Source: an optimization exercise on an open RTL-to-GDS flow (aim: small area, a short achievable clock period and few clock cycles). Production flows keep margins and buffers that such runs may drop.
Only simulation tests tie the RTL to the original design; equivalence was not proved.

<file path="flow/config.mk">
export PLATFORM = sky130hd
export DESIGN_NAME = rfbi_timing_solver
export DESIGN_NICKNAME = rfbi_timing_solver
export VERILOG_FILES = /design/flow/design.v
export SDC_FILE = /design/flow/constraint.sdc
export NUM_CORES = 4
export LEC_CHECK = 0
export CAP_MARGIN = 20
export CORE_MARGIN = 2
export CORE_UTILIZATION = 40
export PLACE_DENSITY = 0.6
export SLEW_MARGIN = 20
</file>
<file path="flow/constraint.sdc">
create_clock -name core_clock -period 11.0 [get_ports {clk}]
set_input_delay 2.2000 -clock core_clock [delete_from_list [all_inputs] [get_ports {clk}]]
set_output_delay 2.2000 -clock core_clock [all_outputs]
set_load 0.01 [all_outputs]
</file>
<file path="flow/design.v">
module rfbi_timing_solver (
    input  wire         clk,
    input  wire         rst,
    input  wire         cmd_valid,
    output wire         cmd_ready,
    input  wire         cmd_op,
    input  wire [31:0]  cmd_rate_khz,
    input  wire [319:0] cmd_req,
    output reg          done,
    output reg          res_ok,
    output wire         res_gran,
    output wire [31:0]  res_word_a,
    output wire [31:0]  res_word_b,
    output wire [329:0] res_rounded,
    output wire [31:0]  period_ps
);
    localparam [2:0] S_IDLE   = 3'd0;
    localparam [2:0] S_CLKDIV = 3'd1;
    localparam [2:0] S_LOAD   = 3'd2;
    localparam [2:0] S_DIV    = 3'd3;
    localparam [2:0] S_STORE  = 3'd4;
    localparam [2:0] S_CHECK  = 3'd5;
    localparam [31:0] PS_PER_KHZ = 32'd1000000000;
    localparam F_CS_ON    = 0;
    localparam F_CS_OFF   = 1;
    localparam F_WE_ON    = 2;
    localparam F_WE_OFF   = 3;
    localparam F_WE_CYCLE = 4;
    localparam F_RE_ON    = 5;
    localparam F_RE_OFF   = 6;
    localparam F_RE_CYCLE = 7;
    localparam F_ACCESS   = 8;
    localparam F_CS_PULSE = 9;
    reg  [2:0]  state;
    reg  [31:0] period_q;
    reg  [31:0] req_q [0:9];
    reg         div2;            
    reg  [3:0]  field;
    reg  [5:0]  step;
    reg  [31:0] num;
    reg  [31:0] den;
    reg  [32:0] rem;
    reg  [31:0] quo;
    reg  [32:0] ticks   [0:9];
    reg  [32:0] rounded [0:9];
    wire [31:0] tick = div2 ? {period_q[30:0], 1'b0} : period_q;
    wire [32:0] rem_shift = {rem[31:0], num[31]};
    wire        rem_ge    = rem_shift >= {1'b0, den};
    wire [32:0] rem_next  = rem_ge ? rem_shift - {1'b0, den} : rem_shift;
    integer i;
    reg [32:0] a_cs_on, a_cs_off, a_we_on, a_we_off, a_re_on, a_re_off;
    reg [32:0] a_access, a_we_cycle, a_re_cycle, a_cs_pulse;
    reg        fits;
    always @(*) begin
        a_we_on  = ticks[F_WE_ON];
        a_we_off = ticks[F_WE_OFF];
        if (a_we_off <= a_we_on) a_we_off = a_we_on + 33'd1;
        a_re_on  = ticks[F_RE_ON];
        a_re_off = ticks[F_RE_OFF];
        if (a_re_off <= a_re_on) a_re_off = a_re_on + 33'd1;
        a_cs_on  = ticks[F_CS_ON];
        a_cs_off = ticks[F_CS_OFF];
        if (a_cs_off <= a_cs_on) a_cs_off = a_cs_on + 33'd1;
        if (a_cs_off < a_we_off) a_cs_off = a_we_off;
        if (a_cs_off < a_re_off) a_cs_off = a_re_off;
        a_access = ticks[F_ACCESS];
        if (a_access <= a_re_on) a_access = a_re_on + 33'd1;
        a_we_cycle = ticks[F_WE_CYCLE];
        if (a_we_cycle < a_we_off) a_we_cycle = a_we_off;
        a_re_cycle = ticks[F_RE_CYCLE];
        if (a_re_cycle < a_re_off) a_re_cycle = a_re_off;
        a_cs_pulse = ticks[F_CS_PULSE];
        fits = (a_cs_on    <= 33'd15) && (a_we_on    <= 33'd15) &&
               (a_re_on    <= 33'd15) &&
               (a_cs_off   <= 33'd63) && (a_we_off   <= 33'd63) &&
               (a_re_off   <= 33'd63) && (a_access   <= 33'd63) &&
               (a_we_cycle <= 33'd63) && (a_re_cycle <= 33'd63) &&
               (a_cs_pulse <= 33'd63);
    end
    assign res_word_a = {2'b00, a_re_off[5:0], a_re_on[3:0], a_we_off[5:0],
                         a_we_on[3:0], a_cs_off[5:0], a_cs_on[3:0]};
    assign res_word_b = {4'b0000, a_access[5:0], 4'b0000, a_cs_pulse[5:0],
                         a_re_cycle[5:0], a_we_cycle[5:0]};
    assign res_gran   = div2;
    assign period_ps  = period_q;
    assign cmd_ready  = (state == S_IDLE);
    genvar g;
    generate
        for (g = 0; g < 10; g = g + 1) begin : g_rounded
            assign res_rounded[33*g +: 33] = rounded[g];
        end
    endgenerate
    always @(posedge clk) begin
        if (rst) begin
            state <= S_IDLE;
            done  <= 1'b0;
        end else begin
            done <= 1'b0;
            case (state)
                S_IDLE: begin
                    if (cmd_valid) begin
                        if (cmd_op == 1'b0) begin
                            num   <= PS_PER_KHZ;
                            den   <= cmd_rate_khz;
                            rem   <= 33'd0;
                            quo   <= 32'd0;
                            step  <= 6'd0;
                            state <= S_CLKDIV;
                        end else begin
                            for (i = 0; i < 10; i = i + 1)
                                req_q[i] <= cmd_req[32*i +: 32];
                            div2  <= 1'b0;
                            field <= 4'd0;
                            state <= S_LOAD;
                        end
                    end
                end
                S_CLKDIV: begin
                    rem  <= rem_next;
                    quo  <= {quo[30:0], rem_ge};
                    num  <= {num[30:0], 1'b0};
                    step <= step + 6'd1;
                    if (step == 6'd31) begin
                        period_q <= {quo[30:0], rem_ge};
                        done     <= 1'b1;
                        state    <= S_IDLE;
                    end
                end
                S_LOAD: begin
                    num   <= req_q[field];
                    den   <= tick;
                    rem   <= 33'd0;
                    quo   <= 32'd0;
                    step  <= 6'd0;
                    state <= S_DIV;
                end
                S_DIV: begin
                    rem  <= rem_next;
                    quo  <= {quo[30:0], rem_ge};
                    num  <= {num[30:0], 1'b0};
                    step <= step + 6'd1;
                    if (step == 6'd31)
                        state <= S_STORE;
                end
                S_STORE: begin
                    if (rem == 33'd0) begin
                        ticks[field]   <= {1'b0, quo};
                        rounded[field] <= {1'b0, req_q[field]};
                    end else begin
                        ticks[field]   <= {1'b0, quo} + 33'd1;
                        rounded[field] <= {1'b0, req_q[field]} - rem + {1'b0, tick};
                    end
                    if (field == 4'd9) begin
                        state <= S_CHECK;
                    end else begin
                        field <= field + 4'd1;
                        state <= S_LOAD;
                    end
                end
                S_CHECK: begin
                    if (fits) begin
                        res_ok <= 1'b1;
                        done   <= 1'b1;
                        state  <= S_IDLE;
                    end else if (!div2) begin
                        div2  <= 1'b1;
                        field <= 4'd0;
                        state <= S_LOAD;
                    end else begin
                        res_ok <= 1'b0;
                        done   <= 1'b1;
                        state  <= S_IDLE;
                    end
                end
                default: state <= S_IDLE;
            endcase
        end
    end
endmodule
</file>
<file path="flow/run.sh">
#!/bin/bash
# synth_recipe.tcl (not shown) runs the flow's synth.tcl, then flattens the netlist and writes it again
# the make line also repeats each setting of config.mk as NAME=value (left out here)
make -C /OpenROAD-flow-scripts/flow DESIGN_CONFIG=/design/flow/config.mk WORK_HOME=/design/flow/orfs CLKGATE_MAP_FILE= SYNTH_SCRIPT=/design/flow/synth_recipe.tcl finish
</file>
==> flow_summary.toml <==
[run_status]
outcome = "complete, no violations"

[yosys]
yosysWarnings = 2
synth_xor_area_share_pct = 2.835
synth_compound_area_share_pct = 9.928
synth_cells = 4198
async_reset_ff_share_pct = 0
ys_ff_latch = 1157
synth.avg_cell_area_sq_um = 13.17
synth_top_family_by_area = "simple AND/OR/NAND/NOR gates"
synth_seq_area_share_pct = 62.75
muxShareOfSynthArea_pct = 2.201
synth_area_sq_um = 55300
synth.distinct_cells = 97
yosys.area_share.simple_pct = 10.44
synth-adder-area-share_pct = 8.752
synth_ff_type = "edfxtp_1"
synth_edf_count = 1153

[finish]
drive_above_1_share_pct = 10.49
utilization_pct = 51.82
design_area_sq_um = 71170
layout.nets = 5890
n_fill_cell = 11759
area_growth_pct = 28.69

[global_route]
grt_pass1_wl_mm = 295.5
grt_overflow = 0
antenna_found_initial = 41
grt_pass1_vias = 39698
grt_start_max_net_pins = 164
grtUsageTotal_pct = 29.67

[floorplan]
dieArea_sq_um = 141200
fp.dieW_um = 375.8
io_pins = 786
initial_core_util_pct = 40.27
core_sq_um = 137300
dieHeight_um = 375.8
rows = 136

[timing]
fin_crit_sh_pct = 97.25
min_period_ns = 10.70
relSlewSlack_pct = 14.82
fmax_ghz = 0.09348
grt_setup_unrepaired = "yes"
setup-violations-final = 0
hold_slack_ns = 0.5248
finClkSkew_ns = 0.05230
finalHoldViolCount = 0
worstMarginPinSlew_ns = 1.266
maxSlewViolCount = 0

[critical_path]
required_ns = 8.80
critical-path-top-delay-family = "compound AO/OA/AOI/OAI gates"
critical_path_class = "flip-flop to primary output"
cp-start-kind = "flip-flop"
slowest_delay_ns = 0.55
path_buf_inv = 7
crit_path_end_kind = "primary output"
arrival_ns = 8.50
r2r_slack_ns = 2.65
crit_top_cell = "buf_4"
slowest_stage = "edfxtp_1"
path_max_fanout = 33

[power]
p_leak_nw = 26.03
powerDensity_nw_per_um2 = 149.2
finalPower_mw = 10.62
ir_drop_uv = 139.5

[placement]
portBuffers = 775
placed_area_sq_um = 66480
routabilityCongestion = 0.9776
dp_hpwl_mm = 163.1

[route]
wire_per_inst_um = 30.21
num_vias = 40449
drt_iter0_markers = 4095
drc = 0
wl_mm = 213.6
firstDrtPassIters = 8
final_antenna_net_count = 0
avgViaCountPerCell = 5.720

[min_path]
hp-class = "flip-flop to flip-flop"

[clock_tree]
cts_made_buffers = 131
root_buffer = "clkbuf_16"
clk_latency_ns = 0.80
cts_tree = "yes"
clk_path_buf_depth = 3
cts_hold_buf = 0
h-tree-depth = 4
cts.sinks = 1157
clk_pin_slew_worst_paths_ns = 0.06

[run]
cap_violations = 0
==> layer usage <==
layer | global-route usage [%] | wire (um) | vias to the layer above
li1 | - | - | 18005
met2 | 49.92 | 104800 | 1792
met5 | 0 | 240 | -
met1 | 36.60 | 82560 | 20249
met3 | 7.141 | 17310 | 367
met4 | 12.10 | 8756 | 36
==> cells in the final DEF (no fill, tap or decap), drive strengths merged, types with 98 or more instances in the layout <==
cell type	Yosys	layout
nor2	242	242
nand3	134	134
ha	334	334
inv	262	269
a21oi	231	231
o21ai	193	193
clkbuf	89	151
edfxtp	1153	1153
clkdlybuf4s50	0	774
nand4	98	98
buf	62	203
xnor2	156	156
mux2i	101	101
nand2	242	242
nor4	101	101
==> worst paths after layout <==
kind	endpoint	start	cells past startpoint
hold / removal	num[6]	num[5]	2
hold reg to reg	num[6]	num[5]	2
setup reg to reg	field[2]	ticks[2][12]	36
setup / recovery	res_word_a[5]	ticks[2][12]	34
==> what timing repair did <==
item                       4_1_cts  5_1_grt
setup endpoints to repair        6        6
pin swaps                        2        4
setup buffers                    5       18
gates resized for setup          6       28
==> tightest hold or removal path, delay by kind of cell, from the launching register on <==
kind | cells | cell delay (ns)
AOI/OAI and AO/OA | 1 | 0.06
DFF | 1 | 0.32
and+or+nand+nor | 1 | 0.04
==> sequential cells by signal, indices dropped and copies added, names as in the netlist, 3 cells and up <==
register / count
quo: 32
state: 3
den: 32
step: 6
rem: 33
req_q: 320
period_q: 32
ticks: 330
field: 4
num: 32
rounded: 330
==> synth_stat cells, drive strengths merged (52+ instances only) <==
cell | number | area (sq um)
nand3 | 134 | 680.7
nor4 | 101 | 665.6
a21oi | 231 | 1160
ha | 334 | 4179
a21o | 69 | 518.0
a211oi | 52 | 400.4
xnor2 | 156 | 1366
nand2 | 242 | 913.4
inv | 262 | 983.4
nand4 | 98 | 619.3
mux2i | 101 | 1011
nor3 | 75 | 400.4
o21ai | 193 | 969.7
edfxtp | 1153 | 34620
nor2 | 242 | 908.4
clkbuf | 89 | 335.3
buf | 62 | 380.4
and2 | 58 | 365.3
a22oi | 58 | 435.4
==> report_power, final <==
part	switching [mW]	total [mW]	internal, mW
registers	0.0685	5.07	5.00
logic	0.682	1.13	0.449
clock network	1.90	4.42	2.52
==> kinds of logic (layout without fill, tap and decap cells) <==
group / Yosys count / in the layout
muxes: 119 / 119
AOI/OAI and AO/OA: 837 / 837
xor gates and xnor gates: 179 / 179
adders and majority gates: 367 / 367
buffers and inverters: 414 / 1470
DFF: 1157 / 1157
and+or+nand+nor: 1124 / 1124
other: 1 / 25
==> per-stage QoR <==
step / instances / setup TNS, ns / setup WS [ns]
finish: 7072 / 0 / 0.3030
global route: 7064 / -0.1792 / -0.05287
CTS: 7039 / 0 / 0.04352
detailed placement: 6805 / 0 / 0.2596
global placement: 6804 / 0 / 0.2917
floorplan: 4207 / 0 / 0.3199
==> cell type report <==
type	count	area [sq um]	area share, %
clock buffers	151	3374	4.742
flip-flops and latches	1157	34700	48.76
inverters	263	987.2	1.387
well taps	1794	2245	3.154
diodes	15	37.54	0.05274
repair buffers	978	9351	13.14
clock inverters	78	938.4	1.319
multi-input cells	2636	19530	27.44
Testbench counts, summed over its fixed seeds: cycles 243,500.

## re-timing with driven ports
No port has a modelled driver above. Below, the same layout with a new extraction and two added sets of constraints.
Step 1, drivers: a clkbuf_16 drives clk and a buf_2 each remaining input, both assumed.
Step 2 adds t to the input delays and takes it off the output delays; t is the mean of the earliest and latest rising clock arrival at the registers after step 1. Input paths then give back, and output paths get back, about the clock's delay inside the block.
Slacks: ideal / step 1 / step 2; pairs: ideal / step 1.
shift t [ns]: 0.866
setup slack, ns: 0.303 / 0.213 / 1.079
hold WS [ns]: 0.525 / 0.525 / 0.525
clock arrival spread, ns: 0.058 / 0.058
pins driven straight from the clock port: 1
After both steps this run still meets setup and hold. For this run, drivers alone change the setup slack by -0.090 ns; drivers and shift together by +0.776 ns.
